Context: an optimization exercise on an open-source flow, tuned for small area, a short achievable clock period and few clock cycles per item. The choices shown serve that exercise and are no tape-out recipe. Only simulation tests tie the RTL to the original design; equivalence was not proved. Power is estimated from default activity; no workload was simulated.

## wm_haar
module wm_haar (
    input  wire        clk,
    input  wire        rst,         
    input  wire        in_valid,
    output wire        in_ready,
    input  wire [63:0] in_x0,
    input  wire [63:0] in_x1,
    input  wire [63:0] in_x2,
    input  wire [63:0] in_x3,
    output wire        out_valid,
    input  wire        out_ready,
    output wire [63:0] out_y0,
    output wire [63:0] out_y1,
    output wire [63:0] out_y2,
    output wire [63:0] out_y3
);
clock: 22.0 ns
lec_check: 0
abc_area: 1
cap_margin: 20
core_margin: 2
core_utilization: 60
cts_cluster_diameter: 110
cts_cluster_size: 22
setup_slack_margin: 0.5
slew_margin: 20
standard.sh (not shown) runs the stock make flow with config.mk's settings and CLKGATE_MAP_FILE= SYNTH_SCRIPT=/design/flow/synth_recipe.tcl, a recipe that flattens the netlist after the stock synthesis.
==> flow/flow/run.sh <==
#!/bin/bash
# Own layout flow: the standard synthesis unchanged, then the standard
# ORFS layout steps with a larger setup slack margin for repair_timing, so
# that the resizer works towards the period the pipeline can reach rather
# than the design's much longer clock period. The SDC is not changed.
# flow/extra.txt may add further ORFS make variables (CTS and port-buffer
# arguments, for instance).
set -uo pipefail
M=$(cat flow/margin.txt)
EXTRA=$(cat flow/extra.txt 2>/dev/null || true)
EXTRA=${EXTRA//&/\\&}
sed -e "s|SETUP_SLACK_MARGIN=[-0-9.]*|SETUP_SLACK_MARGIN=$M $EXTRA|" standard.sh > standard_margin.sh
grep -q "SETUP_SLACK_MARGIN=$M" standard_margin.sh || { echo "margin not set" >&2; exit 1; }
bash standard.sh synth > synth.log 2>&1 || exit 1
bash standard_margin.sh > layout.log 2>&1 || exit 1
==> flow/flow/extra.txt <==
BUFFER_PORTS_ARGS="-buffer_cell sky130_fd_sc_hd__buf_2" MATCH_CELL_FOOTPRINT=0 POST_GLOBAL_PLACE_TCL=$PWD/flow/post_gp.tcl
==> flow/flow/margin.txt <==
16.2
==> flow/flow/post_gp.tcl <==
# After global placement: move each output port buffer onto the register
# that drives it, so that the register drives a short wire and the buffer
# (upsized) drives the wire to the pin; input port buffers, which drive a
# single register or a buffer tree, use the smallest buffer. Detailed
# placement legalises the moved cells afterwards.
set db [ord::get_db]
set block [ord::get_db_block]
set buf_out [$db findMaster sky130_fd_sc_hd__buf_4]
set buf_in [$db findMaster sky130_fd_sc_hd__buf_1]
set moved 0
foreach inst [$block getInsts] {
  set name [$inst getName]
  if {[string match "input*" $name] && [[$inst getMaster] getName] eq "sky130_fd_sc_hd__buf_2"} {
    $inst swapMaster $buf_in
    continue
  }
  if {![string match "output*" $name]} continue
  set drv ""
  foreach it [$inst getITerms] {
    if {[$it isInputSignal]} {
      set net [$it getNet]
      if {$net ne "NULL"} {
        foreach it2 [$net getITerms] {
          if {[$it2 isOutputSignal]} { set drv [$it2 getInst] }
        }
      }
    }
  }
  $inst swapMaster $buf_out
  if {$drv eq ""} continue
  set loc [$drv getLocation]
  $inst setLocation [lindex $loc 0] [lindex $loc 1]
  incr moved
}
puts "post_gp: moved $moved output buffers"
Testbench counts at the start, summed over its fixed seeds: cycles 32,072, items 32,000.
Rerun with:
==> flow/flow/extra.txt (replaced) <==
BUFFER_PORTS_ARGS="-buffer_cell sky130_fd_sc_hd__buf_2" MATCH_CELL_FOOTPRINT=0
==> flow/flow/margin.txt (replaced) <==
16.15
removed: flow/flow/post_gp.tcl
Outcome:
- worst setup slack loses 0.061 ns
- sequential power falls by about 0.8%
- worst hold slack loses 0.016 ns
- design area falls by 0.60%
- clock power hardly moves
- critical path depth stays the same
- first-iteration DRC count falls by 2.9%
- die area is unchanged
- synthesized area does not change
Rerun with:
==> flow/flow/extra.txt (replaced) <==
BUFFER_PORTS_ARGS="-buffer_cell sky130_fd_sc_hd__buf_2" MATCH_CELL_FOOTPRINT=0 POST_GLOBAL_PLACE_TCL=$PWD/flow/post_gp2.tcl
==> flow/flow/post_gp2.tcl (new file) <==
# After global placement: move each register that drives an output port
# buffer next to that buffer (at the pin), so that the clock-to-output path
# has no long wire; the register's input side, which has slack, takes the
# wire instead. Detailed placement legalises the moved cells afterwards.
set block [ord::get_db_block]
set moved 0
foreach inst [$block getInsts] {
  if {![string match "output*" [$inst getName]]} continue
  set drv ""
  foreach it [$inst getITerms] {
    if {[$it isInputSignal]} {
      set net [$it getNet]
      if {$net ne "NULL"} {
        foreach it2 [$net getITerms] {
          if {[$it2 isOutputSignal]} { set drv [$it2 getInst] }
        }
      }
    }
  }
  if {$drv eq ""} continue
  if {![string match "*DFF*" [$drv getName]] && ![string match "*dfxtp*" [[$drv getMaster] getName]] && ![string match "*edfxtp*" [[$drv getMaster] getName]]} continue
  # the output port's pin position
  set bt ""
  foreach it [$inst getITerms] {
    if {[$it isOutputSignal]} {
      set net [$it getNet]
      if {$net ne "NULL"} { foreach b [$net getBTerms] { set bt $b } }
    }
  }
  if {$bt eq ""} continue
  set bb [$bt getBBox]
  set x [expr {([$bb xMin] + [$bb xMax]) / 2}]
  set y [expr {([$bb yMin] + [$bb yMax]) / 2}]
  $inst setLocation $x $y
  $drv setLocation $x $y
  incr moved
}
puts "post_gp2: moved $moved output registers"
=> The changed run completed with no timing, DRC or antenna violations. Die area stays the same. Worst hold slack improves by 0.023 ns. Power hardly moves. Global-route usage is about the same. Synthesized cell count is unchanged. Cell count stays flat. Design area barely changes. Setup slack improves by 0.085 ns. Utilization barely changes. Via count is about the same. Clock skew stays flat.

-- separate check: timing with driven ports --
How much do the figures lean on ideal ports? The routed layouts below were timed once more, with nothing changed but the port constraints.
Step 1: set_driving_cell puts a clkbuf_16 on clk and a buf_2 on each other input, an assumption about the parent block.
Step 2 adds t to the input delays and takes it off the output delays; t is the mean of the earliest and latest rising clock arrival at the registers after step 1. Input paths then give back, and output paths get back, about the clock's delay inside the block.
Three values: ideal ports, drivers, drivers and shift; two values: the first two.
run | shift t [ns] | setup slack, ns | worst slew at a driven data input, ns
the first run | 0.976 | 16.094 / 15.991 / 15.556 | 0.07
the second run | 0.978 | 16.033 / 15.928 / 15.476 | 0.07
the third run | 0.989 | 16.118 / 16.012 / 15.430 | 0.06
After both steps setup and hold are still met in every run listed. For the third run, which loses most, drivers alone change the setup slack by -0.106 ns; drivers and shift together by -0.688 ns.
